What follows belongs to an exercise in optimizing a design on an open flow for small area; a production flow would make more cautious choices. The RTL was checked by simulation tests, not by an equivalence proof against the original design. No activity file was given, so power comes from the tool's default toggle rates.

==> design.v <==
module r30x_engine (
    input  wire         clk,
    input  wire         rst,
    input  wire         cmd_valid,
    output wire         cmd_ready,
    input  wire [8:0]   cmd_op,
    input  wire [7:0]   cmd_buf,
    input  wire [15:0]  cmd_page,
    input  wire [15:0]  cmd_start,
    input  wire [15:0]  cmd_count,
    input  wire [31:0]  cmd_word,
    input  wire [7:0]   cmd_num,
    input  wire [7:0]   cmd_content,
    input  wire [7:0]   cmd_code,
    input  wire [8:0]   cmd_dlen,
    input  wire         din_valid,
    output wire         din_ready,
    input  wire [7:0]   din_data,
    output wire         rsp_valid,
    input  wire         rsp_take,
    output reg  [3:0]   rsp_result,
    output wire [8:0]   rsp_op,
    output wire [7:0]   rsp_status,
    output reg          rsp_has_status,
    output reg  [31:0]  rsp_value,
    output wire [31:0]  rsp_addr,
    output wire [3:0]   rsp_enr_state,
    output wire [4:0]   rsp_data_len,
    output wire [159:0] rsp_data,
    output reg  [15:0]  p_status_reg,
    output reg  [15:0]  p_sys_id,
    output reg  [15:0]  p_lib_size,
    output reg  [15:0]  p_sec_level,
    output reg  [31:0]  p_dev_addr,
    output reg  [15:0]  p_pkt_size,
    output reg  [15:0]  p_baud,
    output wire         tx_valid,
    input  wire         tx_ready,
    output wire [7:0]   tx_data,
    output wire         tx_last,
    output wire         tx_write,
    input  wire         rx_valid,
    input  wire [7:0]   rx_data,
    input  wire         rx_last,
    input  wire         ev_timeout,
    input  wire         ev_tpclosed,
    input  wire         ev_delay_elapsed,
    input  wire         ev_cancel,
    output reg          close_evt,
    output reg          delay_start
);
    localparam [3:0] R_SUCCESS          = 4'h0,
                     R_DEVICE_REJECTED  = 4'h1,
                     R_NO_MATCH         = 4'h2,
                     R_TIMEOUT          = 4'h3,
                     R_TRANSPORT_CLOSED = 4'h4,
                     R_RECEIVE_REJECTED = 4'h6,
                     R_SHORT_REPLY      = 4'h7,
                     R_BAD_REPLY        = 4'h8,
                     R_ILLEGAL_OP       = 4'h9,
                     R_CANCELLED        = 4'hA,
                     R_RX_OVERFLOW      = 4'hB,
                     R_ILLEGAL_ARG      = 4'hC;
    localparam [8:0] OP_CAPTURE   = 9'h001,
                     OP_IMG2CHR   = 9'h002,
                     OP_RSTBUF    = 9'h003,
                     OP_SEARCH    = 9'h004,
                     OP_GENTPL    = 9'h005,
                     OP_STORE     = 9'h006,
                     OP_LOAD      = 9'h007,
                     OP_GETCHR    = 9'h008,
                     OP_INSCHR    = 9'h009,
                     OP_UPIMG     = 9'h00A,
                     OP_INSIMG    = 9'h00B,
                     OP_DELETE    = 9'h00C,
                     OP_EMPTY     = 9'h00D,
                     OP_SETSYS    = 9'h00E,
                     OP_READSYS   = 9'h00F,
                     OP_SETPWD    = 9'h012,
                     OP_VFYPWD    = 9'h013,
                     OP_SETADDR   = 9'h015,
                     OP_SETPORT   = 9'h017,
                     OP_TPLCNT    = 9'h01D,
                     OP_ENROLL    = 9'h100,
                     OP_CLOSE     = 9'h101,
                     OP_CFG_WRITE = 9'h102,
                     OP_CFG_READ  = 9'h103;
    localparam [2:0] S_IDLE   = 3'd0,
                     S_BUILD  = 3'd1,    
                     S_SEND   = 3'd2,    
                     S_AWAIT  = 3'd3,    
                     S_DECODE = 3'd4,    
                     S_DATA   = 3'd5,    
                     S_RESP   = 3'd6,    
                     S_SEQ    = 3'd7;    
    localparam [3:0] E_IDLE   = 4'd0,
                     E_RESET  = 4'd1,
                     E_AWAIT1 = 4'd2,
                     E_I2C1   = 4'd3,
                     E_DELAY  = 4'd4,
                     E_AWAIT2 = 4'd5,
                     E_I2C2   = 4'd6,
                     E_GEN    = 4'd7,
                     E_STORE  = 4'd8,
                     E_DONE   = 4'd9,
                     E_FAILED = 4'd10;
    localparam [2:0] V_ZERO = 3'd0,
                     V_ONE  = 3'd1,
                     V_STAT = 3'd2,      
                     V_HALF = 3'd3,      
                     V_DEV  = 3'd4,      
                     V_CAP  = 3'd5;      
    reg [2:0]   st;
    reg [3:0]   enr_state;
    reg [31:0]  dev_addr;
    reg         policy;
    reg [31:0]  enr_captures;
    reg         closed;
    reg         mb_full;
    reg [8:0]   cur_op;
    reg [7:0]   opb;         
    reg [31:0]  opw;         
    reg         closed_at_data;
    reg         cancel_req;
    reg [5:0]   idx;         
    reg [7:0]   acc;         
    reg [7:0]   len_lo;      
    reg         len_hi;      
    reg         hdr_ok;
    reg         cks_ok;
    reg [7:0]   stat;
    reg [31:0]  addr_r;
    reg [7:0]   vhi, vlo;
    reg [2:0]   vsel;
    reg         dflag;
    reg [7:0]   rdata [0:19];
    genvar gi;
    generate
        for (gi = 0; gi < 20; gi = gi + 1) begin : g_rdata
            assign rsp_data[8*gi +: 8] = rdata[gi];
        end
    endgenerate
    wire enr_active = (enr_state != E_IDLE) && (enr_state <= E_STORE);
    assign cmd_ready      = (st == S_IDLE) && !enr_active;
    assign rsp_valid      = (st == S_RESP);
    assign rsp_op         = cur_op;
    assign rsp_enr_state  = enr_state;
    assign rsp_status     = stat & {8{rsp_has_status}};
    assign rsp_addr       = addr_r & {32{rsp_has_status}};
    assign rsp_data_len   = dflag ? (idx[4:0] - 5'd12) : 5'd0;
    always @(*) begin
        case (vsel)
            V_ONE:   rsp_value = 32'd1;
            V_STAT:  rsp_value = {24'd0, stat};
            V_HALF:  rsp_value = {16'd0, vhi, vlo};
            V_DEV:   rsp_value = dev_addr;
            V_CAP:   rsp_value = enr_captures;
            default: rsp_value = 32'd0;
        endcase
    end
    function op_is_device;
        input [8:0] op;
        begin
            case (op)
                OP_CAPTURE, OP_IMG2CHR, OP_RSTBUF, OP_SEARCH, OP_GENTPL,
                OP_STORE, OP_LOAD, OP_GETCHR, OP_INSCHR, OP_UPIMG, OP_INSIMG,
                OP_DELETE, OP_EMPTY, OP_SETSYS, OP_READSYS, OP_SETPWD,
                OP_VFYPWD, OP_SETADDR, OP_SETPORT, OP_TPLCNT:
                    op_is_device = 1'b1;
                default:
                    op_is_device = 1'b0;
            endcase
        end
    endfunction
    function op_uses_buf;
        input [8:0] op;
        begin
            case (op)
                OP_IMG2CHR, OP_STORE, OP_LOAD, OP_SEARCH, OP_GETCHR, OP_INSCHR:
                    op_uses_buf = 1'b1;
                default:
                    op_uses_buf = 1'b0;
            endcase
        end
    endfunction
    function [7:0] op_len;
        input [8:0] op;
        begin
            case (op)
                OP_IMG2CHR, OP_GETCHR, OP_INSCHR, OP_SETPORT: op_len = 8'd4;
                OP_SETSYS:                                    op_len = 8'd5;
                OP_STORE, OP_LOAD:                            op_len = 8'd6;
                OP_DELETE, OP_SETPWD, OP_VFYPWD, OP_SETADDR:  op_len = 8'd7;
                OP_SEARCH:                                    op_len = 8'd8;
                default:                                      op_len = 8'd3;
            endcase
        end
    endfunction
    wire op_bfirst = !((cur_op == OP_DELETE) || (cur_op == OP_SETPWD) ||
                       (cur_op == OP_VFYPWD) || (cur_op == OP_SETADDR));
    wire [8:0] idx_m8 = {3'd0, idx} - 9'd8;    
    reg  [7:0] fbyte;
    reg  [7:0] obyte;
    always @(*) begin
        case ({op_bfirst, idx[2:0]})
            4'b1_010: obyte = opb;             
            4'b1_011: obyte = opw[31:24];
            4'b1_100: obyte = opw[23:16];
            4'b1_101: obyte = opw[15:8];
            4'b1_110: obyte = opw[7:0];
            4'b0_010: obyte = opw[31:24];
            4'b0_011: obyte = opw[23:16];
            4'b0_100: obyte = opw[15:8];
            4'b0_101: obyte = opw[7:0];
            default:  obyte = 8'h00;
        endcase
        case (idx[3:0])
            4'd0:    fbyte = 8'hEF;
            4'd1:    fbyte = 8'h01;
            4'd2:    fbyte = dev_addr[31:24];
            4'd3:    fbyte = dev_addr[23:16];
            4'd4:    fbyte = dev_addr[15:8];
            4'd5:    fbyte = dev_addr[7:0];
            4'd6:    fbyte = 8'h01;
            4'd7:    fbyte = 8'h00;
            4'd8:    fbyte = len_lo;
            4'd9:    fbyte = cur_op[7:0];
            default: fbyte = obyte;
        endcase
        if (idx_m8 == {1'b0, len_lo})
            fbyte = acc;
        else if (idx_m8 == {1'b0, len_lo} - 9'd1)
            fbyte = 8'h00;
    end
    wire f_last = (idx_m8 == {1'b0, len_lo});
    wire sending = (st == S_SEND);
    wire strobe  = sending ? tx_ready : ((st == S_AWAIT) && rx_valid);
    wire [7:0] sb = sending ? fbyte : rx_data;
    wire reply_evt = rx_valid && rx_last;
    wire in_sum = (idx >= 6'd7) && ((idx <= 6'd8) || ({3'd0, idx} <= {1'b0, len_lo} + 9'd6));
    always @(posedge clk) begin
        if (strobe) begin
            if (idx != 6'd33)
                idx <= idx + 6'd1;
            if (idx == 6'd6)
                acc <= sb;
            else if (in_sum)
                acc <= acc + sb;
            if (idx == 6'd0) hdr_ok <= (sb == 8'hEF);
            if (idx == 6'd1) hdr_ok <= hdr_ok && (sb == 8'h01);
            if (idx == 6'd2) addr_r[31:24] <= sb;
            if (idx == 6'd3) addr_r[23:16] <= sb;
            if (idx == 6'd4) addr_r[15:8]  <= sb;
            if (idx == 6'd5) addr_r[7:0]   <= sb;
            if (idx == 6'd7) len_hi <= (sb != 8'h00);
            if (idx == 6'd8) len_lo <= sb;
            if (idx == 6'd9) stat <= sb;
            if (idx == 6'd10) begin
                if (cur_op == OP_SEARCH) vlo <= sb; else vhi <= sb;
            end
            if (idx == 6'd11) begin
                if (cur_op == OP_SEARCH) vhi <= sb; else vlo <= sb;
            end
            if (idx_m8 == {1'b0, len_lo})
                cks_ok <= (sb == acc);
        end
        if (st == S_BUILD) begin
            idx    <= 6'd0;
            len_lo <= op_len(cur_op);
        end
        if (sending && tx_ready && f_last)
            idx <= 6'd0;
        if (st == S_IDLE && cmd_valid && cmd_ready && cmd_op == OP_CFG_READ) begin
            case (cmd_num)
                8'd1:    stat <= {7'd0, policy};
                8'd3:    stat <= {4'd0, enr_state};
                default: stat <= {6'd0, mb_full, closed};
            endcase
        end
    end
    integer k;
    always @(posedge clk) begin
        for (k = 0; k < 20; k = k + 1)
            if (strobe && idx == k + 12)
                rdata[k] <= sb;
    end
    wire [5:0] rlen = idx;
    wire r_valid = (rlen >= 6'd12) && hdr_ok && !len_hi && (len_lo >= 8'd3) &&
                   ({1'b0, len_lo} + 9'd9 <= {3'd0, rlen}) && cks_ok;
    reg        d_respond;
    reg [3:0]  d_result;
    reg [2:0]  d_vsel;
    reg        d_has;
    reg        d_params;
    reg        d_data;
    always @(*) begin
        d_respond = 1'b1;
        d_result  = R_SUCCESS;
        d_vsel    = V_ZERO;
        d_has     = 1'b1;
        d_params  = 1'b0;
        d_data    = 1'b0;
        if (rlen == 6'd33) begin
            d_result = R_RX_OVERFLOW;
            d_has    = 1'b0;
        end else if (rlen < 6'd10) begin
            d_result = R_SHORT_REPLY;
            d_has    = 1'b0;
        end else if (policy && !r_valid) begin
            d_result = R_BAD_REPLY;
            d_has    = 1'b0;
        end else begin
            case (cur_op)
                OP_VFYPWD: begin
                    d_vsel = (stat == 8'h00) ? V_ONE : V_ZERO;
                end
                OP_CAPTURE: begin
                    d_vsel = V_STAT;
                end
                OP_READSYS: begin
                    if (rlen < 6'd26) begin
                        d_result = R_SHORT_REPLY;
                    end else begin
                        d_params = 1'b1;
                        if (stat != 8'h00)
                            d_result = R_DEVICE_REJECTED;
                    end
                end
                OP_TPLCNT: begin
                    if (stat != 8'h00)
                        d_result = R_DEVICE_REJECTED;
                    else if (rlen < 6'd12)
                        d_result = R_SHORT_REPLY;
                    else
                        d_vsel = V_HALF;
                end
                OP_SEARCH: begin
                    if (stat == 8'h00) begin
                        if (rlen < 6'd12)
                            d_result = R_SHORT_REPLY;
                        else
                            d_vsel = V_HALF;
                    end else if (stat == 8'h09) begin
                        d_result = R_NO_MATCH;
                    end else begin
                        d_result = R_DEVICE_REJECTED;
                    end
                end
                OP_GETCHR, OP_UPIMG: begin
                    if (stat != 8'h00)
                        d_result = R_DEVICE_REJECTED;
                    else
                        d_data = (rlen > 6'd12);
                end
                OP_INSCHR, OP_INSIMG: begin
                    if (stat != 8'h00)
                        d_result = R_RECEIVE_REJECTED;
                    else
                        d_respond = 1'b0;
                end
                OP_DELETE: begin
                    if (stat != 8'h00)
                        d_result = R_DEVICE_REJECTED;
                    else
                        d_vsel = V_ONE;
                end
                default: begin
                    if (stat != 8'h00)
                        d_result = R_DEVICE_REJECTED;
                end
            endcase
        end
    end
    wire seq_capture = (enr_state == E_AWAIT1) || (enr_state == E_AWAIT2);
    wire seq_issue   = enr_active && (st == S_IDLE) && (enr_state != E_DELAY);
    wire host_accept = cmd_valid && cmd_ready;
    wire r_ok        = (rsp_result == R_SUCCESS);
    wire [2:0] s_done = enr_active ? S_SEQ : S_RESP;
    reg [8:0] seq_op;
    always @(*) begin
        case (enr_state)
            E_RESET:             seq_op = OP_RSTBUF;
            E_AWAIT1, E_AWAIT2:  seq_op = OP_CAPTURE;
            E_I2C1, E_I2C2:      seq_op = OP_IMG2CHR;
            E_GEN:               seq_op = OP_GENTPL;
            default:             seq_op = OP_STORE;
        endcase
    end
    reg        t_end;
    reg        t_rej;           
    reg [3:0]  t_next;
    reg        t_arm;
    always @(*) begin
        t_end  = 1'b0;
        t_rej  = 1'b0;
        t_next = enr_state;
        t_arm  = 1'b0;
        if (!r_ok) begin
            t_end = 1'b1;
        end else begin
            case (enr_state)
                E_RESET:  t_next = E_AWAIT1;
                E_AWAIT1, E_AWAIT2: begin
                    if (stat == 8'h00)
                        t_next = (enr_state == E_AWAIT1) ? E_I2C1 : E_I2C2;
                    else if (stat != 8'h02) begin
                        t_end = 1'b1;
                        t_rej = 1'b1;
                    end
                end
                E_I2C1:  begin t_next = E_DELAY; t_arm = 1'b1; end
                E_I2C2:  t_next = E_GEN;
                E_GEN:   t_next = E_STORE;
                default: t_end = 1'b1;
            endcase
        end
    end
    reg [2:0] cfg_vsel;
    always @(*) begin
        case (cmd_num)
            8'd0:    cfg_vsel = V_DEV;
            8'd1:    cfg_vsel = V_STAT;
            8'd2:    cfg_vsel = V_CAP;
            8'd3:    cfg_vsel = V_STAT;
            8'd4:    cfg_vsel = V_STAT;
            default: cfg_vsel = V_ZERO;
        endcase
    end
    always @(posedge clk) begin
        if (rst) begin
            st           <= S_IDLE;
            enr_state    <= E_IDLE;
            dev_addr     <= 32'hFFFF_FFFF;
            policy       <= 1'b0;
            enr_captures <= 32'd0;
            closed       <= 1'b0;
            mb_full      <= 1'b0;
            p_status_reg <= 16'd0;
            p_sys_id     <= 16'd0;
            p_lib_size   <= 16'd0;
            p_sec_level  <= 16'd0;
            p_dev_addr   <= 32'd0;
            p_pkt_size   <= 16'd0;
            p_baud       <= 16'd0;
            close_evt    <= 1'b0;
            delay_start  <= 1'b0;
        end else begin
            close_evt   <= 1'b0;
            delay_start <= 1'b0;
            if (ev_tpclosed)
                closed <= 1'b1;
            if (ev_cancel && enr_active)
                cancel_req <= 1'b1;
            if (reply_evt && st != S_AWAIT)
                mb_full <= 1'b1;
            if (ev_delay_elapsed && enr_state == E_DELAY)
                enr_state <= E_AWAIT2;
            case (st)
                S_IDLE: begin
                    if (host_accept) begin
                        cur_op         <= cmd_op;
                        rsp_has_status <= 1'b0;
                        vsel           <= V_ZERO;
                        dflag          <= 1'b0;
                        opb <= (cmd_op == OP_SETPORT) ? cmd_code :
                               (cmd_op == OP_SETSYS)  ? cmd_num  : cmd_buf;
                        case (cmd_op)
                            OP_SETPWD, OP_VFYPWD, OP_SETADDR:
                                opw <= cmd_word;
                            OP_STORE, OP_LOAD, OP_ENROLL:
                                opw <= {cmd_page, 16'd0};
                            OP_SETSYS:
                                opw <= {cmd_content, 24'd0};
                            OP_INSCHR, OP_INSIMG:
                                opw <= {23'd0, cmd_dlen};
                            default:
                                opw <= {cmd_start, cmd_count};
                        endcase
                        if (!op_is_device(cmd_op) && cmd_op[8:2] != 7'b1000000) begin
                            rsp_result <= R_ILLEGAL_OP;
                            st         <= S_RESP;
                        end else if (op_uses_buf(cmd_op) && cmd_buf != 8'd1 && cmd_buf != 8'd2) begin
                            rsp_result <= R_ILLEGAL_ARG;
                            st         <= S_RESP;
                        end else if ((cmd_op == OP_INSCHR || cmd_op == OP_INSIMG) &&
                                     cmd_dlen[8] && cmd_dlen[7:0] != 8'd0) begin
                            rsp_result <= R_ILLEGAL_ARG;
                            st         <= S_RESP;
                        end else begin
                            case (cmd_op)
                                OP_ENROLL: begin
                                    enr_captures <= 32'd0;
                                    cancel_req   <= 1'b0;
                                    enr_state    <= E_RESET;
                                end
                                OP_CLOSE: begin
                                    if (!closed)
                                        close_evt <= 1'b1;
                                    closed     <= 1'b1;
                                    rsp_result <= R_SUCCESS;
                                    st         <= S_RESP;
                                end
                                OP_CFG_WRITE: begin
                                    if (cmd_num == 8'd0) begin
                                        dev_addr   <= cmd_word;
                                        rsp_result <= R_SUCCESS;
                                    end else if (cmd_num == 8'd1) begin
                                        policy     <= cmd_word[0];
                                        rsp_result <= R_SUCCESS;
                                    end else begin
                                        rsp_result <= R_ILLEGAL_ARG;
                                    end
                                    st <= S_RESP;
                                end
                                OP_CFG_READ: begin
                                    rsp_result <= R_SUCCESS;
                                    vsel       <= cfg_vsel;
                                    st         <= S_RESP;
                                end
                                default: begin
                                    st <= S_BUILD;
                                end
                            endcase
                        end
                    end else if (seq_issue) begin
                        if (seq_capture && cancel_req) begin
                            cur_op         <= OP_ENROLL;
                            rsp_result     <= R_CANCELLED;
                            rsp_has_status <= 1'b0;
                            vsel           <= V_ZERO;
                            dflag          <= 1'b0;
                            st             <= S_RESP;
                        end else begin
                            if (seq_capture)
                                enr_captures <= enr_captures + 32'd1;
                            cur_op <= seq_op;
                            opb    <= (enr_state == E_I2C2) ? 8'd2 : 8'd1;
                            st     <= S_BUILD;
                        end
                    end
                end
                S_BUILD: begin
                    if (closed) begin
                        rsp_result     <= R_TRANSPORT_CLOSED;
                        rsp_has_status <= 1'b0;
                        vsel           <= V_ZERO;
                        dflag          <= 1'b0;
                        st             <= s_done;
                    end else begin
                        mb_full <= 1'b0;
                        st      <= S_SEND;
                    end
                end
                S_SEND: begin
                    if (tx_ready && f_last)
                        st <= S_AWAIT;
                end
                S_AWAIT: begin
                    if (reply_evt) begin
                        st <= S_DECODE;
                    end else if (ev_tpclosed || ev_timeout) begin
                        rsp_result     <= ev_tpclosed ? R_TRANSPORT_CLOSED : R_TIMEOUT;
                        rsp_has_status <= 1'b0;
                        vsel           <= V_ZERO;
                        dflag          <= 1'b0;
                        st             <= s_done;
                    end
                    closed_at_data <= closed;
                end
                S_DECODE: begin
                    rsp_result     <= d_result;
                    rsp_has_status <= d_has;
                    vsel           <= d_vsel;
                    dflag          <= d_data;
                    if (d_params) begin
                        p_status_reg <= {vhi, vlo};
                        p_sys_id     <= {rdata[0], rdata[1]};
                        p_lib_size   <= {rdata[2], rdata[3]};
                        p_sec_level  <= {rdata[4], rdata[5]};
                        p_dev_addr   <= {rdata[6], rdata[7], rdata[8], rdata[9]};
                        p_pkt_size   <= {rdata[10], rdata[11]};
                        p_baud       <= {rdata[12], rdata[13]};
                    end
                    st <= d_respond ? s_done : S_DATA;
                end
                S_DATA: begin
                    if (closed_at_data || opw[8:0] == 9'd0) begin
                        rsp_result     <= closed_at_data ? R_TRANSPORT_CLOSED : R_SUCCESS;
                        rsp_has_status <= 1'b0;
                        st             <= S_RESP;
                    end else if (din_valid && tx_ready) begin
                        opw[8:0] <= opw[8:0] - 9'd1;
                    end
                end
                S_RESP: begin
                    if (rsp_take) begin
                        st <= S_IDLE;
                        if (enr_active)
                            enr_state <= r_ok ? E_DONE : E_FAILED;
                    end
                end
                S_SEQ: begin
                    if (t_end) begin
                        vsel <= V_ZERO;
                        if (t_rej)
                            rsp_result <= R_DEVICE_REJECTED;
                        if (r_ok && !t_rej)
                            cur_op <= OP_ENROLL;
                        st <= S_RESP;
                    end else begin
                        enr_state <= t_next;
                        if (t_arm)
                            delay_start <= 1'b1;
                        st <= S_IDLE;
                    end
                end
                default: st <= S_IDLE;
            endcase
        end
    end
    wire data_phase = (st == S_DATA) && !closed_at_data && (opw[8:0] != 9'd0);
    assign din_ready = data_phase && tx_ready;
    assign tx_valid  = data_phase ? din_valid : sending;
    assign tx_data   = data_phase ? din_data  : fbyte;
    assign tx_last   = data_phase ? (opw[8:0] == 9'd1) : f_last;
    assign tx_write  = data_phase;
endmodule
==> run.sh <==
#!/bin/bash
# synth_recipe.tcl (not shown) runs the flow's synth.tcl, then flattens the netlist and writes it again
# the make line also repeats each setting of config.mk as NAME=value (left out here)
make -C /OpenROAD-flow-scripts/flow DESIGN_CONFIG=/design/flow/config.mk WORK_HOME=/design/flow/orfs CLKGATE_MAP_FILE= SYNTH_SCRIPT=/design/flow/synth_recipe.tcl finish
==> config.mk <==
export PLATFORM = sky130hd
export DESIGN_NAME = r30x_engine
export DESIGN_NICKNAME = r30x_engine
export VERILOG_FILES = /design/flow/design.v
export SDC_FILE = /design/flow/constraint.sdc
export NUM_CORES = 4
export LEC_CHECK = 0
export CAP_MARGIN = 20
export CORE_MARGIN = 2
export CORE_UTILIZATION = 35
export SLEW_MARGIN = 20
==> constraint.sdc <==
create_clock -name core_clock -period 45.0 [get_ports {clk}]
set_input_delay 9.0000 -clock core_clock [delete_from_list [all_inputs] [get_ports {clk}]]
set_output_delay 9.0000 -clock core_clock [all_outputs]
set_load 0.01 [all_outputs]
==> results of run 1 <==
-- cells in the mapped netlist, types with 35 or more instances --
cell	n	area, µm²
and2_1	60	375
mux2i_1	98	981
a21oi_1	215	1080
o21ai_0	56	280
nand3_1	37	185
edfxtp_1	295	8860
dfxtp_1	214	4280
ha_1	39	488
nor3_1	40	200
xnor2_1	35	307
inv_1	49	184
nand2_1	419	1570
clkbuf_1	131	492
nor2_1	164	616
-- worst max-delay path, cell delays in order --
cell             delay, ps
clkdlybuf4s50_1        550
and2_1                 280
clkdlybuf4s50_1        590
-- stage by stage --
step / std cells / setup slack (ps) / hold slack, ps
2_1_floorplan: 2298 / 26720 / 455
5_1_grt: 3717 / 25580 / 470
4_1_cts: 3715 / 25620 / 452
3_5_place_dp: 3611 / 25640 / 443
6_report: 3717 / 25580 / 449
3_3_place_gp: 3611 / 25620 / 439
-- worst min-delay path by stage --
stage / endpoint / slack, ps
5_1_grt: p_sys_id[4] / 470
3_3_place_gp: p_dev_addr[13] / 440
2_1_floorplan: dev_addr[4] / 460
4_1_cts: p_sys_id[4] / 450
3_5_place_dp: p_sys_id[4] / 440
6_report: p_sys_id[4] / 450
-- per-layer routing --
metal / vias up / GRT usage, % / wire length [µm]
li1: 9267 / - / -
met1: 9907 / 30.9 / 36400
met2: 1023 / 43.9 / 44000
met3: 183 / 5.11 / 6690
met4: 8 / 11.0 / 4050
met5: - / 0 / 48
-- power by group --
group / total, µW / internal (µW) / switching, µW / leakage (µW)
sequential: 579 / 549 / 29.7 / 0.00439
combinational: 496 / 192 / 304 / 0.00559
clock: 472 / 277 / 195 / 0.000938
-- final cells by class --
class	instances	area (µm²)
fill	6073	35000
sequential	509	13100
multi-input combinational	1589	9640
timing repair buffer	588	5810
clock buffer	78	1630
tap	873	1090
clock inverter	26	300
inverter	53	201
antenna	1	2.50
-- kinds of logic after synthesis --
kind of cell | count (synthesis)
AO/OA/AOI/OAI | 478
XOR/XNOR | 65
adder cells (fa/ha/maj) | 40
buffers and inverters | 200
flip-flops | 509
multiplexers | 127
AND/OR/NAND/NOR | 879
==> flow_summary_export.csv, run 1 <==
group,metric,value,unit
clock_network,cts_tree,"done",
timing,setup-tns-final,0,ps
pwr,worst_ir_drop_vdd,0.0271,mV
synthesis,synth_area,0.0235,mm²
synthesis,synthAdderAreaFrac,2.16,%
timing,max_freq,51.5,MHz
global_routing,grt_overflow,0,
placement,post_dp_cell_area,0.0299,mm²
synthesis,synth_simple_gate_area_share,17.4,%
clock_network,htreeDepth,2,
finish,largest_register_ffs,160,
critical_path,cp.required,36000,ps
finish,layout_common_cells,"clkdlybuf4s50_1 (555), nand2_1 (419), edfxtp_1 (295), dfxtp_1 (214), a21oi_1 (212)",
critical_path,worstSetupStartpoint,"tx_ready",
routing,dr.pass1.iters,7,
floorplan,row_count,95,
clock_network,insertion_delay,630,ps
synthesis,ys_warn_count,2,
finish,fin_util,47.6,%
routing,drt-initial-drc-count,1947,
floorplan,die_area,0.0693,mm²
routing,finalWirelength,91200,µm
timing,worst_pin_slew,1090,ps
global_routing,grt_pass1_wl,133000,µm
routing,drcViolationCount,0,
clock_network,path_clk_slew,60,ps
critical_path,r2r_start,"cur_op[1]",
pwr,p_leak,0.0109,µW
critical_path,worst_r2r_endpoint,"acc[7]",
clock_network,cts_max_path_buffers,3,
timing,setup_viol,0,
synthesis,synth_compound_area_share,13.2,%
synthesis,async_flop_share,0,%
floorplan,core_area,0.0668,mm²
synthesis,ys.flop_type,"edfxtp_1",
floorplan,die_y,263,µm
placement,gp_congestion,0.959,
timing,period_minus_slack,19420,ps
synthesis,ys_seq_area_share,55.9,%
critical_path,reg2reg_depth,17,
clock_network,cts_hold_buffers,0,
timing,rsz0062_at_grt,"false",
synthesis,synth_area_per_cell,10.2,µm²
finish,layout-drive-gt1-share,6.40,%
clock_network,post-cts-setup-buffer-count,0,
floorplan,top_level_ports,557,
synthesis,synth_xor_area_share,2.42,%
finish,final_common_cell,"clkdlybuf4s50_1",
clock_network,cts_made_buffers,55,
synthesis,synth_edf_count,295,
worst_hold_path,hold_path_depth,2,
synthesis,synth-seq-cells,509,
worst_hold_path,hp-start,"p_sys_id[4]",
critical_path,worstPathArrival,10420,ps
pwr,fin_total_pwr,1550,µW
timing,min_period_over_period,43.1,%
clock_network,cts-resized-gates,0,
clock_network,root_buffer,"clkbuf_16",
synthesis,synth_cell_type_count,88,
timing,hold_viol,0,
global_routing,first_global_vias,19700,
job,maxCapViolCount,0,
critical_path,crit_type,"input pin to primary output",
finish,final_area,0.0318,mm²
synthesis,synth_fp_nets,2496,
critical_path,endpoint_kind,"primary output",
synthesis,synthMuxAreaShare,5.62,%
critical_path,critPathMaxFanout,4,
worst_hold_path,min-delay-path-class,"register to register",
global_routing,grt_antenna_before_repair,5,
routing,post_drt_wl_per_cell,24.5,µm
floorplan,die_w,263,µm
synthesis,syn_inst,2298,
global_routing,grt_max_degree,99,
floorplan,start_util,35.2,%
outcome,status,"finished clean",
critical_path,reg2reg_slack,38920,ps
critical_path,start_kind,"input pin",
placement,dp_hpwl,68100,µm
timing,skew,32.4,ps
routing,vias,20400,
global_routing,grt.total_usage,25.5,%
finish,nNetsFinal,2994,
pwr,p_per_area,48.6,mW/mm²
timing,relSlewSlack,27.1,%
clock_network,cts.sinks,509,
routing,ant_nets,0,
critical_path,crit_end,"din_ready",
placement,io_buffers,556,
finish,syn2layout_area_growth,35.3,%
finish,regMostFlops,"rdata",
synthesis,synth_top_family_by_area,"simple AND/OR/NAND/NOR gates",
routing,routed_via_density,5.49,
timing,drv_slew,0,
==> run 2, diff against run 1 <==
==> flow/run.sh (new file) <==
#!/bin/bash
# Standard ORFS layout with two changes that only affect cell choice:
#  - port buffers use buf_1 instead of the default (clkdlybuf4s50_1)
#  - clock tree built from smaller clock buffers, without dummy loads
set -euo pipefail
bash standard.sh \
  "BUFFER_PORTS_ARGS=-buffer_cell sky130_fd_sc_hd__buf_1" \
  "CTS_ARGS=-sink_clustering_enable -repair_clock_nets -dont_use_dummy_load -buf_list {sky130_fd_sc_hd__clkbuf_4 sky130_fd_sc_hd__clkbuf_8}" \
  finish > standard_flow.log 2>&1
==> standard.sh (new file) <==
#!/bin/bash
# synth_recipe.tcl (not shown) runs the flow's synth.tcl, then flattens the netlist and writes it again
# the make line also repeats each setting of config.mk as NAME=value (left out here)
make -C /OpenROAD-flow-scripts/flow DESIGN_CONFIG=/design/flow/config.mk WORK_HOME=/design/flow/orfs CLKGATE_MAP_FILE= SYNTH_SCRIPT=/design/flow/synth_recipe.tcl "${@:-finish}"
removed: run.sh
==> flow_summary_export.csv, run 2 <==
group,metric,value,unit
timing,min_period_over_period,41.5,%
critical_path,endpoint_kind,"primary output",
clock_network,cts_max_path_buffers,3,
pwr,worst_ir_drop_vdd,0.0269,mV
clock_network,cts_tree,"done",
placement,dp_hpwl,66300,µm
finish,nNetsFinal,3027,
pwr,p_per_area,49.5,mW/mm²
synthesis,synth_area,0.0235,mm²
critical_path,r2r_start,"cur_op[1]",
placement,post_dp_cell_area,0.0264,mm²
routing,routed_via_density,5.49,
finish,layout-drive-gt1-share,6.51,%
timing,setup_viol,0,
timing,relSlewSlack,27.1,%
routing,dr.pass1.iters,6,
pwr,p_leak,0.00920,µW
floorplan,die_y,263,µm
global_routing,first_global_vias,19500,
pwr,pwr-share-clk,24.8,%
pwr,switching_share,36.7,%
routing,top_layer_used,"met5",
global_routing,grt_pass1_wl,128000,µm
routing,routed-wl-met3,6500,µm
critical_path,cp_common_cell,"buf_1",
floorplan,core_area,0.0668,mm²
pwr,netSwitchingPower,502,µW
synthesis,ys_warn_count,2,
finish,fillers,6660,
critical_path,path_buf_inv,2,
timing,worst_pin_slew,1090,ps
finish,final_common_cell,"buf_1",
synthesis,async_flop_share,0,%
critical_path,reg2reg_slack,38780,ps
critical_path,start_kind,"input pin",
timing,period_minus_slack,18670,ps
floorplan,die_area,0.0693,mm²
global_routing,grt.total_usage,24.7,%
synthesis,synth_area_per_cell,10.2,µm²
synthesis,post-synth-top-count-cell,"nand2_1",
timing,hold_viol,0,
global_routing,grt_antenna_before_repair,4,
synthesis,synth_edf_count,295,
floorplan,row_count,95,
finish,regMostFlops,"rdata",
routing,ant_nets,0,
timing,skew,100,ps
placement,gp_congestion,0.955,
synthesis,syn_inst,2298,
clock_network,cts_hold_buffers,0,
critical_path,cp_num_cells,3,
outcome,status,"finished clean",
critical_path,worstSetupStartpoint,"tx_ready",
critical_path,path_cells,"buf_1 -> and2_1 -> buf_1",
critical_path,crit_type,"input pin to primary output",
critical_path,worst_r2r_endpoint,"acc[7]",
timing,max_freq,53.6,MHz
floorplan,top_level_ports,557,
critical_path,cp.required,36000,ps
clock_network,post-cts-setup-buffer-count,0,
worst_hold_path,min-delay-path-class,"register to register",
synthesis,synth_cell_type_count,88,
routing,vias,20300,
routing,drcViolationCount,0,
synthesis,synth_top_area_share,37.7,%
critical_path,crit_family,"buffers and inverters",
critical_path,critPathMaxFanout,4,
routing,wl_met2,43400,µm
routing,finalWirelength,88900,µm
clock_network,cts_made_buffers,88,
finish,layout_common_cells,"buf_1 (555), nand2_1 (419), edfxtp_1 (295), dfxtp_1 (214), a21oi_1 (212)",
pwr,seq_power_share,42.3,%
routing,wl_met1,35200,µm
clock_network,insertion_delay,680,ps
floorplan,start_util,35.2,%
placement,io_buffers,556,
routing,drt-initial-drc-count,1653,
critical_path,crit_slowest_cell,"and2_1",
synthesis,ys.flop_type,"edfxtp_1",
synthesis,synth_top_area_cell,"edfxtp_1",
clock_network,root_buffer,"clkbuf_8",
synthesis,synthTopCellsByCount,"nand2_1 (419), edfxtp_1 (295), a21oi_1 (215)",
pwr,combPwrFrac,33.0,%
timing,rsz0062_at_grt,"false",
finish,largest_register_ffs,160,
critical_path,crit_end,"din_ready",
finish,final_area,0.0276,mm²
synthesis,synth_fp_nets,2496,
routing,post_drt_wl_per_cell,24.0,µm
synthesis,synth-seq-cells,509,
global_routing,grt_overflow,0,
finish,syn2layout_area_growth,17.5,%
global_routing,grt_max_degree,87,
floorplan,die_w,263,µm
synthesis,synth_area_leaders,"edfxtp_1 (38%), dfxtp_1 (18%), nand2_1 (6.7%)",
critical_path,worstPathArrival,9670,ps
critical_path,cpPeakStageDelay,300,ps
synthesis,ys_seq_area_share,55.9,%
timing,drv_slew,0,
clock_network,cts-resized-gates,0,
clock_network,htreeDepth,3,
critical_path,reg2reg_depth,17,
clock_network,path_clk_slew,50,ps
timing,setup-tns-final,0,ps
pwr,p_int,866,µW
clock_network,cts.sinks,509,
job,maxCapViolCount,0,
==> run 2: layer usage <==
metal,up-vias,track usage (%)
met3,167,5.31
met2,1026,42.7
met4,6,11.0
met5,-,0
met1,9845,29.4
li1,9291,-
==> run 2: final cells by class <==
class                           count  area (µm²)  area share [%]
Antenna cell                        2        5.00          0.0181
Inverter                           53         201           0.729
Tap cell                          873        1090            3.95
Clock buffer                       88        1210            4.38
Sequential cell                   509       13100            47.6
Timing Repair Buffer              588        2340            8.45
Multi-Input combinational cell   1589        9650            34.9
==> run 2: cell families after synthesis <==
| logic type | Yosys count | share of synthesized area [%] |
|---|---|---|
| multiplexers | 127 | 5.62 |
| AND/OR/NAND/NOR | 879 | 17.4 |
| flip-flops | 509 | 55.9 |
| adder cells (fa/ha/maj) | 40 | 2.16 |
| buffers and inverters | 200 | 3.32 |
| AO/OA/AOI/OAI | 478 | 13.2 |
| XOR/XNOR | 65 | 2.42 |
==> run 2: worst min-delay path: stages (launching register included) <==
cell	delay (ps)
dfxtp_1	300
nand2_1	50
a21oi_1	50
==> run 2: metrics by stage <==
step           power, µW  utilization, %  instances  hold WS [ps]  worst slack, ps
5_1_grt             1430            41.4       3701           462            26320
3_3_place_gp        1030            39.5       3610           436            26400
3_5_place_dp        1030            39.5       3610           443            26390
2_1_floorplan        845               -       2298           455            26720
6_report            1370            41.4       3702           448            26330
4_1_cts             1370            41.3       3698           450            26350
==> run 2: worst min path at each step <==
stage | startpoint | end | slack (ps) | cells past startpoint
floorplan | dev_addr[4] | dev_addr[4] | 460 | 2
global placement | p_sec_level[9] | p_sec_level[9] | 440 | 2
detailed placement | p_pkt_size[7] | p_pkt_size[7] | 440 | 2
CTS | p_pkt_size[7] | p_pkt_size[7] | 450 | 2
global route | p_status_reg[8] | p_status_reg[8] | 460 | 2
finish | p_pkt_size[7] | p_pkt_size[7] | 450 | 2
==> run 2: power groups by stage <==
stage	Clock [µW]	Combinational, µW	Sequential, µW
4_1_cts	348	448	580
5_1_grt	367	485	581
6_report	339	451	578
2_1_floorplan	0	277	568
3_5_place_dp	0	446	589
3_3_place_gp	0	444	588
==> run 3, diff against run 2 <==
==> flow/run.sh (replaced) <==
#!/bin/bash
# Standard ORFS layout; port buffers are buf_1, clock tree from clkbuf_4/8, sink clusters of up to 20
set -euo pipefail
bash standard.sh \
  "BUFFER_PORTS_ARGS=-buffer_cell sky130_fd_sc_hd__buf_1" \
  "CTS_ARGS=-sink_clustering_enable -repair_clock_nets -dont_use_dummy_load -sink_clustering_size 20 -sink_clustering_max_diameter 60 -buf_list {sky130_fd_sc_hd__clkbuf_4 sky130_fd_sc_hd__clkbuf_8}" \
  finish > standard_flow.log 2>&1
--- a/config.mk
+++ b/config.mk
@@ -8,4 +8,4 @@
 export CAP_MARGIN = 20
 export CORE_MARGIN = 2
-export CORE_UTILIZATION = 35
+export CORE_UTILIZATION = 55
 export SLEW_MARGIN = 20
==> flow_summary_export.csv, run 3 <==
group,metric,value,unit
timing,skew,104,ps
synthesis,synth_fp_nets,2496,
synthesis,synth_area_per_cell,10.2,µm²
clock_network,path_clk_slew,110,ps
global_routing,grt.total_usage,36.6,%
synthesis,synth_area,0.0235,mm²
synthesis,ys_warn_count,2,
floorplan,row_count,75,
worst_hold_path,min-delay-path-class,"register to register",
synthesis,synth_cell_type_count,88,
clock_network,cts.sinks,509,
pwr,p_per_area,46.6,mW/mm²
synthesis,async_flop_share,0,%
job,maxCapViolCount,0,
timing,relSlewSlack,31.7,%
placement,gp_congestion,1.04,
global_routing,grt_max_degree,83,
pwr,worst_ir_drop_vdd,0.0353,mV
synthesis,synth-seq-cells,509,
finish,syn2layout_area_growth,12.9,%
synthesis,ys_seq_area_share,55.9,%
finish,nNetsFinal,2976,
critical_path,endpoint_kind,"primary output",
critical_path,worstPathArrival,9850,ps
synthesis,synth_area_leaders,"edfxtp_1 (38%), dfxtp_1 (18%), nand2_1 (6.7%)",
floorplan,start_util,55.9,%
critical_path,path_cells,"buf_1 -> and2_1 -> buf_1",
clock_network,root_buffer,"clkbuf_8",
critical_path,cp_common_cell,"buf_1",
synthesis,synthTopCellsByCount,"nand2_1 (419), edfxtp_1 (295), a21oi_1 (215)",
critical_path,critPathMaxFanout,4,
routing,ant_nets,0,
timing,min_period_over_period,41.9,%
critical_path,path_buf_inv,2,
critical_path,crit_type,"input pin to primary output",
timing,setup_viol,0,
synthesis,ys.flop_type,"edfxtp_1",
finish,layout_common_cells,"buf_1 (555), nand2_1 (419), edfxtp_1 (295), dfxtp_1 (214), a21oi_1 (212)",
critical_path,cpPeakStageDelay,440,ps
clock_network,post-cts-setup-buffer-count,0,
routing,dr.pass1.iters,8,
timing,rsz0062_at_grt,"false",
finish,final_common_cell,"buf_1",
synthesis,syn_inst,2298,
timing,setup-tns-final,0,ps
timing,worst_pin_slew,1020,ps
finish,stdcell_count,3318,
routing,vias,20300,
clock_network,cts-resized-gates,0,
routing,drcViolationCount,0,
routing,routed_via_density,6.11,
synthesis,synth_top_area_share,37.7,%
timing,max_freq,53.1,MHz
floorplan,core_area,0.0420,mm²
critical_path,cp.required,36000,ps
clock_network,htreeDepth,2,
critical_path,crit_slowest_cell,"buf_1",
timing,drv_slew,0,
clock_network,insertion_delay,660,ps
placement,dp.cells,3275,
clock_network,cts_tree,"done",
synthesis,synth_edf_count,295,
timing,hold_viol,0,
finish,largest_register_ffs,160,
synthesis,synth_top_area_cell,"edfxtp_1",
placement,dp_hpwl,62400,µm
placement,io_buffers,556,
routing,post_drt_wl_per_cell,25.3,µm
routing,drt-initial-drc-count,2348,
clock_network,cts_max_path_buffers,3,
routing,finalWirelength,83900,µm
clock_network,cts_hold_buffers,0,
global_routing,grt_pass1_wl,121000,µm
timing,period_minus_slack,18850,ps
clock_network,cts_made_buffers,39,
global_routing,grt_overflow,0,
outcome,status,"finished clean",
floorplan,top_level_ports,557,
global_routing,grt_antenna_before_repair,5,
finish,regMostFlops,"rdata",
global_routing,first_global_vias,18900,
finish,layout-drive-gt1-share,4.79,%
critical_path,crit_family,"buffers and inverters",
critical_path,start_kind,"input pin",
floorplan,die_w,211,µm
floorplan,die_y,211,µm
pwr,fin_total_pwr,1240,µW
floorplan,die_area,0.0444,mm²
pwr,p_leak,0.00884,µW
synthesis,post-synth-top-count-cell,"nand2_1",
finish,fillers,3564,
run 3: metrics by stage:
step                      hold WS [ps]  worst slack, ps  utilization, %  cell area, µm²
final                              457            26150            63.1           26500
after global routing               470            26200            63.1           26500
after CTS                          458            26210            63.1           26500
after detailed placement           444            26210            61.8           26000
after global placement             437            26230            61.8           26000
after floorplan                    455            26720               -           23500
run 3: area by class of cell:
| cell class | count | area (µm²) | area share [%] |
|---|---|---|---|
| Clock buffer | 39 | 537 | 2.02 |
| Multi-Input combinational cell | 1589 | 9650 | 36.3 |
| Tap cell | 539 | 674 | 2.54 |
| Timing Repair Buffer | 586 | 2340 | 8.80 |
| Antenna cell | 3 | 7.51 | 0.0283 |
| Sequential cell | 509 | 13100 | 49.5 |
| Inverter | 53 | 201 | 0.759 |
run 3: final timing paths:
kind	start	endpoint	slack, ps	cells after the start
worst max-delay path	tx_ready	din_ready	26150	3
worst max register to register	cur_op[8]	acc[7]	39050	17
worst min-delay path	p_pkt_size[9]	p_pkt_size[9]	460	2
worst min register to register	p_pkt_size[9]	p_pkt_size[9]	460	2
run 3: power by group:
part,internal [µW],switching (µW),total [µW],leakage [µW]
logic,145,295,440,0.00416
registers,548,27.7,576,0.00439
clock network,78.0,142,220,0.000280
run 3: metal layers:
metal	global-route usage (%)	vias up	share of wire, %
met5	0	-	0.020
met4	19.5	4	5.7
met3	6.56	209	9.0
met2	62.1	1143	48
met1	44.6	9719	37
li1	-	9186	-
run 3: tightest hold or removal path, stage by stage, from the launching register on:
cell and delay [ps]:
dfxtp_1 330, nand2_1 50, a21oi_1 50
run 3: cells by family (layout without fill, tap and decap cells):
family	after synthesis	in the layout	share of synthesized area, %
xor+xnor	65	65	2.42
fa+ha+maj	40	40	2.16
buf+inv	200	678	3.32
other cells	0	3	0
simple gates	879	879	17.4
flops	509	509	55.9
compound gates	478	478	13.2
mux	127	127	5.62
==> run 4, diff against run 3 <==
--- a/design.v
+++ b/design.v
@@ -125,5 +125,5 @@
     reg [5:0]   idx;         
     reg [7:0]   acc;         
-    reg [7:0]   len_lo;      
+    reg [4:0]   len_lo;      
     reg         len_hi;      
     reg         hdr_ok;
@@ -184,14 +184,14 @@
         end
     endfunction
-    function [7:0] op_len;
+    function [4:0] op_len;
         input [8:0] op;
         begin
             case (op)
-                OP_IMG2CHR, OP_GETCHR, OP_INSCHR, OP_SETPORT: op_len = 8'd4;
-                OP_SETSYS:                                    op_len = 8'd5;
-                OP_STORE, OP_LOAD:                            op_len = 8'd6;
-                OP_DELETE, OP_SETPWD, OP_VFYPWD, OP_SETADDR:  op_len = 8'd7;
-                OP_SEARCH:                                    op_len = 8'd8;
-                default:                                      op_len = 8'd3;
+                OP_IMG2CHR, OP_GETCHR, OP_INSCHR, OP_SETPORT: op_len = 5'd4;
+                OP_SETSYS:                                    op_len = 5'd5;
+                OP_STORE, OP_LOAD:                            op_len = 5'd6;
+                OP_DELETE, OP_SETPWD, OP_VFYPWD, OP_SETADDR:  op_len = 5'd7;
+                OP_SEARCH:                                    op_len = 5'd8;
+                default:                                      op_len = 5'd3;
             endcase
         end
@@ -199,5 +199,5 @@
     wire op_bfirst = !((cur_op == OP_DELETE) || (cur_op == OP_SETPWD) ||
                        (cur_op == OP_VFYPWD) || (cur_op == OP_SETADDR));
-    wire [8:0] idx_m8 = {3'd0, idx} - 9'd8;    
+    wire [6:0] idx_m8 = {1'b0, idx} - 7'd8;    
     reg  [7:0] fbyte;
     reg  [7:0] obyte;
@@ -224,26 +224,24 @@
             4'd6:    fbyte = 8'h01;
             4'd7:    fbyte = 8'h00;
-            4'd8:    fbyte = len_lo;
+            4'd8:    fbyte = {3'd0, len_lo};
             4'd9:    fbyte = cur_op[7:0];
             default: fbyte = obyte;
         endcase
-        if (idx_m8 == {1'b0, len_lo})
+        if (idx_m8 == {2'b0, len_lo})
             fbyte = acc;
-        else if (idx_m8 == {1'b0, len_lo} - 9'd1)
+        else if (idx_m8 == {2'b0, len_lo} - 7'd1)
             fbyte = 8'h00;
     end
-    wire f_last = (idx_m8 == {1'b0, len_lo});
+    wire f_last = (idx_m8 == {2'b0, len_lo});
     wire sending = (st == S_SEND);
     wire strobe  = sending ? tx_ready : ((st == S_AWAIT) && rx_valid);
     wire [7:0] sb = sending ? fbyte : rx_data;
     wire reply_evt = rx_valid && rx_last;
-    wire in_sum = (idx >= 6'd7) && ((idx <= 6'd8) || ({3'd0, idx} <= {1'b0, len_lo} + 9'd6));
+    wire in_sum = (idx >= 6'd6) && ((idx <= 6'd8) || ({1'b0, idx} <= {2'b0, len_lo} + 7'd6));
     always @(posedge clk) begin
         if (strobe) begin
             if (idx != 6'd33)
                 idx <= idx + 6'd1;
-            if (idx == 6'd6)
-                acc <= sb;
-            else if (in_sum)
+            if (in_sum)
                 acc <= acc + sb;
             if (idx == 6'd0) hdr_ok <= (sb == 8'hEF);
@@ -254,5 +252,8 @@
             if (idx == 6'd5) addr_r[7:0]   <= sb;
             if (idx == 6'd7) len_hi <= (sb != 8'h00);
-            if (idx == 6'd8) len_lo <= sb;
+            if (idx == 6'd8) begin
+                len_lo <= sb[4:0];
+                if (sb[7:5] != 3'd0) len_hi <= 1'b1;
+            end
             if (idx == 6'd9) stat <= sb;
             if (idx == 6'd10) begin
@@ -262,13 +263,16 @@
                 if (cur_op == OP_SEARCH) vhi <= sb; else vlo <= sb;
             end
-            if (idx_m8 == {1'b0, len_lo})
+            if (idx_m8 == {2'b0, len_lo})
                 cks_ok <= (sb == acc);
         end
         if (st == S_BUILD) begin
             idx    <= 6'd0;
+            acc    <= 8'd0;
             len_lo <= op_len(cur_op);
         end
-        if (sending && tx_ready && f_last)
+        if (sending && tx_ready && f_last) begin
             idx <= 6'd0;
+            acc <= 8'd0;
+        end
         if (st == S_IDLE && cmd_valid && cmd_ready && cmd_op == OP_CFG_READ) begin
             case (cmd_num)
@@ -286,6 +290,6 @@
     end
     wire [5:0] rlen = idx;
-    wire r_valid = (rlen >= 6'd12) && hdr_ok && !len_hi && (len_lo >= 8'd3) &&
-                   ({1'b0, len_lo} + 9'd9 <= {3'd0, rlen}) && cks_ok;
+    wire r_valid = (rlen >= 6'd12) && hdr_ok && !len_hi && (len_lo >= 5'd3) &&
+                   ({1'b0, len_lo} + 6'd9 <= rlen) && cks_ok;
     reg        d_respond;
     reg [3:0]  d_result;
==> flow/run.sh (replaced) <==
#!/bin/bash
# Standard ORFS layout (the standard.sh) with two changes that only affect cell choice:
#  - port buffers use buf_1 instead of the default clkdlybuf4s50_1
#  - the clock tree uses clkbuf_4/clkbuf_8 with sink clusters of up to 16, without dummy loads
# The whole make output goes to standard_flow.log; ORFS keeps each step's log under orfs/logs.
set -euo pipefail
bash standard.sh \
  "BUFFER_PORTS_ARGS=-buffer_cell sky130_fd_sc_hd__buf_1" \
  "CTS_ARGS=-sink_clustering_enable -repair_clock_nets -dont_use_dummy_load -sink_clustering_size 16 -sink_clustering_max_diameter 50 -buf_list {sky130_fd_sc_hd__clkbuf_4 sky130_fd_sc_hd__clkbuf_8}" \
  finish > standard_flow.log 2>&1
--- a/config.mk
+++ b/config.mk
@@ -8,4 +8,4 @@
 export CAP_MARGIN = 20
 export CORE_MARGIN = 2
-export CORE_UTILIZATION = 55
+export CORE_UTILIZATION = 45
 export SLEW_MARGIN = 20
==> flow_summary_export.csv, run 4 <==
group,metric,value,unit
outcome,status,"finished clean",
synthesis,ys.flop_type,"edfxtp_1",
timing,max_freq,53.8,MHz
finish,syn2layout_area_growth,14.9,%
clock_network,cts_tree,"done",
critical_path,worstSetupStartpoint,"tx_ready",
routing,post_drt_wl_per_cell,24.7,µm
finish,nNetsFinal,2868,
floorplan,die_y,232,µm
global_routing,grt.total_usage,29.7,%
pwr,fin_total_pwr,1210,µW
routing,finalWirelength,82800,µm
critical_path,reg2reg_slack,38910,ps
floorplan,start_util,45.5,%
routing,drcViolationCount,0,
synthesis,synth_cell_type_count,88,
synthesis,synth_top_area_cell,"edfxtp_1",
finish,regMostFlops,"rdata",
synthesis,synth_area,0.0233,mm²
clock_network,cts.sinks,506,
routing,dr.pass1.iters,6,
critical_path,worstPathArrival,9590,ps
global_routing,grt_antenna_before_repair,2,
critical_path,crit_end,"din_ready",
timing,drv_slew,0,
job,maxCapViolCount,0,
routing,routed_via_density,5.78,
clock_network,cts_made_buffers,48,
floorplan,die_area,0.0537,mm²
critical_path,reg2reg_depth,20,
clock_network,path_clk_slew,60,ps
critical_path,crit_type,"input pin to primary output",
critical_path,path_cells,"buf_1 -> and2_1 -> buf_1",
worst_hold_path,min-delay-path-class,"register to register",
pwr,worst_ir_drop_vdd,0.0317,mV
synthesis,post-synth-top-count-cell,"nor2_1",
synthesis,synth-seq-cells,506,
clock_network,htreeDepth,2,
routing,vias,19300,
finish,fin_util,52.2,%
clock_network,insertion_delay,670,ps
floorplan,die_w,232,µm
floorplan,top_level_ports,557,
critical_path,cp_common_cell,"buf_1",
timing,relSlewSlack,25.2,%
critical_path,start_kind,"input pin",
finish,layout_common_cells,"buf_1 (555), nor2_1 (307), edfxtp_1 (284), dfxtp_1 (222), mux2i_1 (215)",
synthesis,async_flop_share,0,%
timing,hold_viol,0,
finish,final_common_cell,"buf_1",
critical_path,worst_r2r_endpoint,"acc[7]",
routing,drt-initial-drc-count,1514,
clock_network,post-cts-setup-buffer-count,0,
critical_path,critPathMaxFanout,4,
synthesis,ys_warn_count,2,
critical_path,endpoint_kind,"primary output",
synthesis,synth_edf_count,284,
placement,dp_hpwl,62800,µm
synthesis,synth_top_area_share,36.6,%
global_routing,grt_overflow,0,
global_routing,grt_max_degree,73,
floorplan,core_area,0.0513,mm²
routing,ant_nets,0,
clock_network,cts-resized-gates,0,
timing,setup-tns-final,0,ps
placement,io_buffers,556,
timing,min_period_over_period,41.3,%
finish,layout-drive-gt1-share,5.21,%
synthesis,synthTopCellsByCount,"nor2_1 (309), edfxtp_1 (284), dfxtp_1 (222)",
global_routing,first_global_vias,18100,
clock_network,root_buffer,"clkbuf_8",
global_routing,grt_pass1_wl,118000,µm
pwr,p_leak,0.0102,µW
critical_path,r2r_start,"idx[1]",
synthesis,synth_fp_nets,2351,
timing,period_minus_slack,18590,ps
finish,stdcell_count,3348,
synthesis,synth_area_leaders,"edfxtp_1 (37%), dfxtp_1 (19%), mux2i_1 (9.2%)",
critical_path,cpPeakStageDelay,240,ps
floorplan,row_count,83,
timing,setup_viol,0,
synthesis,syn_inst,2152,
critical_path,cp.required,36000,ps
placement,gp_congestion,0.980,
synthesis,synth_area_per_cell,10.8,µm²
pwr,p_per_area,45.3,mW/mm²
placement,dp.cells,3298,
timing,layout_setup_ws,26410,ps
synthesis,ys_seq_area_share,55.6,%
timing,rsz0062_at_grt,"false",
timing,skew,82.5,ps
clock_network,cts_hold_buffers,0,
critical_path,crit_slowest_cell,"and2_1",
placement,pre_cts_slack,26380,ps
timing,worst_pin_slew,1120,ps
finish,largest_register_ffs,160,
clock_network,cts_max_path_buffers,3,
run 4: cell types whose count changed after synthesis, sizes merged, moves of 14 or more:
cell / change
mux2: -15
nand2: -244
inv: -20
clkbuf: -34
nor2: +145
buf: +18
a21oi: -138
mux2i: +115
a22o: +14
run 4: per-layer routing:
| layer | wire [µm] | vias to the layer above | GRT usage [%] |
|---|---|---|---|
| li1 | - | 8846 | - |
| met1 | 33500 | 9383 | 37.6 |
| met2 | 40100 | 958 | 51.3 |
| met3 | 5910 | 155 | 4.39 |
| met4 | 3400 | 0 | 11.3 |
| met5 | 0 | - | 0 |
run 4: worst max-delay path, delay by kind of cell:
family        cells  cell delay (ps)
simple gates      1              240
buf+inv           2              350
run 4: worst min-delay path by stage:
stage | start | to | slack, ps | cells past startpoint
after floorplan | dev_addr[16] | dev_addr[16] | 460 | 2
after global placement | p_sec_level[7] | p_sec_level[7] | 470 | 2
after detailed placement | p_pkt_size[7] | p_pkt_size[7] | 480 | 2
after CTS | p_baud[11] | p_baud[11] | 500 | 2
after global routing | p_baud[11] | p_baud[11] | 520 | 2
final | p_baud[11] | p_baud[11] | 490 | 2
run 4: per-stage QoR:
| step | hold WS (ps) | instance area, µm² |
|---|---|---|
| 2_1_floorplan | 463 | 23300 |
| 3_3_place_gp | 474 | 26100 |
| 3_5_place_dp | 482 | 26100 |
| 4_1_cts | 498 | 26800 |
| 5_1_grt | 516 | 26800 |
| 6_report | 492 | 26800 |
run 4: layout make-up:
| class | count | area [µm²] |
|---|---|---|
| fillers | 4714 | 24500 |
| flip-flops and latches | 506 | 13000 |
| multi-input cells | 1480 | 9750 |
| repair buffers | 598 | 2420 |
| well taps | 680 | 851 |
| clock buffers | 48 | 661 |
| inverters | 35 | 131 |
| diodes | 1 | 2.50 |
run 4: report_power, final:
group | leakage (µW) | switching [µW] | internal, µW
Combinational | 0.00549 | 279 | 126
Sequential | 0.00436 | 29.2 | 541
Clock | 0.000345 | 145 | 94.7
Total | 0.0102 | 453 | 761
run 4: cell families after synthesis:
| logic type | count (synthesis) | synth area share, % |
|---|---|---|
| multiplexers | 227 | 9.81 |
| XOR/XNOR | 57 | 2.14 |
| flip-flops | 506 | 55.6 |
| buffers and inverters | 166 | 2.89 |
| AND/OR/NAND/NOR | 790 | 16.2 |
| AO/OA/AOI/OAI | 365 | 11.1 |
| adder cells (fa/ha/maj) | 41 | 2.23 |
==> run 5, diff against run 4 <==
--- a/design.v
+++ b/design.v
@@ -266,9 +266,10 @@
                 cks_ok <= (sb == acc);
         end
-        if (st == S_BUILD) begin
-            idx    <= 6'd0;
-            acc    <= 8'd0;
-            len_lo <= op_len(cur_op);
+        if (st == S_IDLE) begin
+            idx <= 6'd0;
+            acc <= 8'd0;
         end
+        if (sending && idx == 6'd0)
+            len_lo <= op_len(cur_op);
         if (sending && tx_ready && f_last) begin
             idx <= 6'd0;
@@ -523,5 +524,11 @@
                                 end
                                 default: begin
-                                    st <= S_BUILD;
+                                    if (closed) begin
+                                        rsp_result <= R_TRANSPORT_CLOSED;
+                                        st         <= S_RESP;
+                                    end else begin
+                                        mb_full <= 1'b0;
+                                        st      <= S_SEND;
+                                    end
                                 end
                             endcase
@@ -540,20 +547,17 @@
                             cur_op <= seq_op;
                             opb    <= (enr_state == E_I2C2) ? 8'd2 : 8'd1;
-                            st     <= S_BUILD;
+                            if (closed) begin
+                                rsp_result     <= R_TRANSPORT_CLOSED;
+                                rsp_has_status <= 1'b0;
+                                vsel           <= V_ZERO;
+                                dflag          <= 1'b0;
+                                st             <= S_SEQ;
+                            end else begin
+                                mb_full <= 1'b0;
+                                st      <= S_SEND;
+                            end
                         end
                     end
                 end
-                S_BUILD: begin
-                    if (closed) begin
-                        rsp_result     <= R_TRANSPORT_CLOSED;
-                        rsp_has_status <= 1'b0;
-                        vsel           <= V_ZERO;
-                        dflag          <= 1'b0;
-                        st             <= s_done;
-                    end else begin
-                        mb_full <= 1'b0;
-                        st      <= S_SEND;
-                    end
-                end
                 S_SEND: begin
                     if (tx_ready && f_last)
==> flow_summary_export.csv, run 5 <==
group,metric,value,unit
outcome,status,"finished clean",
global_routing,grt_overflow,0,
floorplan,die_y,231,µm
floorplan,core_area,0.0511,mm²
synthesis,synth_area_per_cell,9.97,µm²
synthesis,synthMuxAreaShare,4.38,%
finish,layout-drive-gt1-share,4.54,%
timing,setup_viol,0,
placement,gp_congestion,0.928,
synthesis,synthTopCellsByCount,"nand2_1 (429), edfxtp_1 (284), a21oi_1 (224)",
placement,io_buffers,556,
timing,relSlewSlack,26.1,%
routing,ant_nets,0,
floorplan,start_util,45.4,%
placement,dp_hpwl,64600,µm
critical_path,cpPeakStageDelay,250,ps
timing,max_freq,54.2,MHz
synthesis,syn_inst,2328,
clock_network,path_clk_slew,70,ps
routing,post_drt_wl_per_cell,24.5,µm
critical_path,reg2reg_depth,13,
global_routing,grt_pass1_wl,124000,µm
finish,stdcell_count,3501,
finish,syn2layout_area_growth,14.6,%
synthesis,post-synth-top-count-cell,"nand2_1",
floorplan,row_count,83,
critical_path,path_cells,"buf_1 -> mux2_2 -> buf_1",
worst_hold_path,min-delay-path-class,"register to register",
finish,layout_common_cells,"buf_1 (555), nand2_1 (429), edfxtp_1 (284), a21oi_1 (224), dfxtp_1 (222)",
finish,fillers,4777,
clock_network,root_buffer,"clkbuf_8",
finish,fin_util,52.0,%
critical_path,crit_type,"input pin to primary output",
critical_path,reg2reg_slack,38390,ps
critical_path,cp_common_cell,"buf_1",
clock_network,cts_max_path_buffers,3,
global_routing,first_global_vias,18500,
critical_path,crit_slowest_cell,"mux2_2",
synthesis,synth_compound_area_share,14.0,%
critical_path,endpoint_kind,"primary output",
clock_network,htreeDepth,2,
routing,dr.pass1.iters,8,
clock_network,cts-resized-gates,0,
timing,rsz0062_at_grt,"false",
finish,nNetsFinal,3021,
critical_path,worst_r2r_endpoint,"acc[7]",
synthesis,synth-seq-cells,506,
routing,drt-initial-drc-count,2024,
synthesis,ys.flop_type,"edfxtp_1",
worst_hold_path,hp-start,"p_status_reg[6]",
synthesis,synth_fp_nets,2527,
worst_hold_path,hold-path-endpoint,"p_status_reg[6]",
routing,drcViolationCount,0,
clock_network,insertion_delay,680,ps
timing,setup-tns-final,0,ps
routing,vias,20200,
global_routing,grt_antenna_before_repair,2,
synthesis,synth_top_area_cell,"edfxtp_1",
floorplan,die_w,231,µm
worst_hold_path,hold_path_depth,2,
synthesis,synth_cell_type_count,87,
timing,hold_viol,0,
critical_path,cp.required,36000,ps
critical_path,r2r_start,"idx[2]",
clock_network,post-cts-setup-buffer-count,0,
critical_path,start_kind,"input pin",
timing,worst_pin_slew,1100,ps
global_routing,grt_max_degree,86,
floorplan,die_area,0.0534,mm²
finish,regMostFlops,"rdata",
synthesis,async_flop_share,0,%
placement,dp.cells,3448,
global_routing,grt.total_usage,31.1,%
synthesis,synth_xor_area_share,1.96,%
synthesis,synthAdderAreaFrac,2.24,%
clock_network,cts_made_buffers,51,
timing,drv_slew,0,
synthesis,ys_seq_area_share,55.9,%
clock_network,cts_tree,"done",
job,maxCapViolCount,0,
routing,finalWirelength,85700,µm
timing,min_period_over_period,41.0,%
synthesis,synth_simple_gate_area_share,18.3,%
finish,largest_register_ffs,160,
synthesis,synth_area_leaders,"edfxtp_1 (37%), dfxtp_1 (19%), nand2_1 (6.9%)",
pwr,p_per_area,41.9,mW/mm²
synthesis,synth_top_family_by_area,"simple AND/OR/NAND/NOR gates",
pwr,p_leak,0.00881,µW
synthesis,synth_area,0.0232,mm²
floorplan,top_level_ports,557,
critical_path,critPathMaxFanout,1,
clock_network,cts.sinks,506,
synthesis,synth_edf_count,284,
timing,skew,86.0,ps
finish,final_common_cell,"buf_1",
timing,period_minus_slack,18450,ps
critical_path,worstPathArrival,9450,ps
routing,routed_via_density,5.78,
synthesis,ys_warn_count,2,
synthesis,synth_top_area_share,36.8,%
pwr,worst_ir_drop_vdd,0.0206,mV
clock_network,cts_hold_buffers,0,
run 5: changes by cell type after synthesis, sizes merged, moves of 9 or more:
| cell | before | now |
|---|---|---|
| a22oi | 19 | 8 |
| mux2i | 215 | 91 |
| a31oi | 27 | 12 |
| o21ai | 68 | 91 |
| a222oi | 21 | 32 |
| a22o | 41 | 24 |
| a21oi | 77 | 224 |
| nand2 | 175 | 431 |
| clkbuf | 97 | 126 |
| a211oi | 16 | 7 |
| nor2 | 309 | 191 |
| inv | 32 | 51 |
| buf | 34 | 15 |
run 5: worst max path at each step:
stage,cells after the start,to,slack (ps),startpoint
floorplan,1,tx_data[0],26720,din_data[0]
global placement,3,tx_data[4],26560,din_data[4]
detailed placement,3,tx_data[4],26560,din_data[4]
CTS,3,tx_data[4],26550,din_data[4]
global route,3,tx_data[0],26530,din_data[0]
finish,3,tx_data[4],26550,din_data[4]
run 5: logic make-up after synthesis:
kind of cell | Yosys count
compound gates | 511
simple gates | 925
buf+inv | 194
mux | 99
xor+xnor | 52
flops | 506
fa+ha+maj | 41
run 5: layer usage:
layer	up-vias	GRT usage [%]	part of all wire, %
met4	0	11.8	4.2
met1	9772	41.0	41
met5	-	0	0
li1	9308	-	-
met2	974	51.9	48
met3	168	4.33	7.3
run 5: per-stage QoR:
step | instance area [µm²] | worst slack [ps] | total power, µW | hold slack (ps)
6_report | 26600 | 26550 | 1110 | 451
5_1_grt | 26600 | 26530 | 1160 | 468
4_1_cts | 26600 | 26550 | 1110 | 454
3_5_place_dp | 25900 | 26560 | 869 | 444
3_3_place_gp | 25800 | 26560 | 865 | 437
2_1_floorplan | 23200 | 26720 | 739 | 406
run 5: final cells by class:
cell class | count | area (µm²) | area share (%)
diodes | 1 | 2.50 | 0.00941
inverters | 53 | 201 | 0.758
repair buffers | 582 | 2300 | 8.66
well taps | 680 | 851 | 3.20
flip-flops and latches | 506 | 13000 | 48.8
clock buffers | 51 | 702 | 2.64
multi-input cells | 1628 | 9550 | 35.9
run 5: power by group:
part           total [µW]  internal (µW)  switching (µW)
Combinational         290           87.6             203
Sequential            574            540            33.8
Clock                 249            100             149
Total                1110            728             385
run 5: critical path, delay by kind of cell:
| kind | cells | cell delay [ps] |
|---|---|---|
| buf+inv | 2 | 200 |
| mux | 1 | 250 |

## what the ideal ports hide
No port has a modelled driver above. Below, the same layouts with a new extraction and two added sets of constraints.
Step 1, drivers: a clkbuf_16 drives clk and a buf_2 each remaining input, both assumed.
Step 2 moves the port delays by t, midway between the first and last clock arrival at a register: inputs arrive t later, outputs are due t later. That takes back most of the time a late clock gives input paths.
Slacks: ideal / step 1 / step 2; pairs: ideal / step 1.
run | t, ns | setup WS [ns] | worst setup path after step 2 | latest minus earliest clock arrival (ns)
run 1 | 0.676 | 25.583 / 25.449 / 25.449 | input to output | 0.033 / 0.032
run 2 | 0.689 | 26.326 / 26.219 / 26.219 | input to output | 0.101 / 0.101
run 3 | 0.668 | 26.153 / 26.128 / 26.128 | input to output | 0.104 / 0.104
run 4 | 0.682 | 26.405 / 26.325 / 26.325 | input to output | 0.095 / 0.094
run 5 | 0.699 | 26.555 / 26.532 / 26.532 | input to output | 0.086 / 0.086
After both steps setup and hold are still met in every run listed. The setup slack of run 1, which loses most, moves by -0.134 ns with the drivers and by -0.134 ns with both steps.
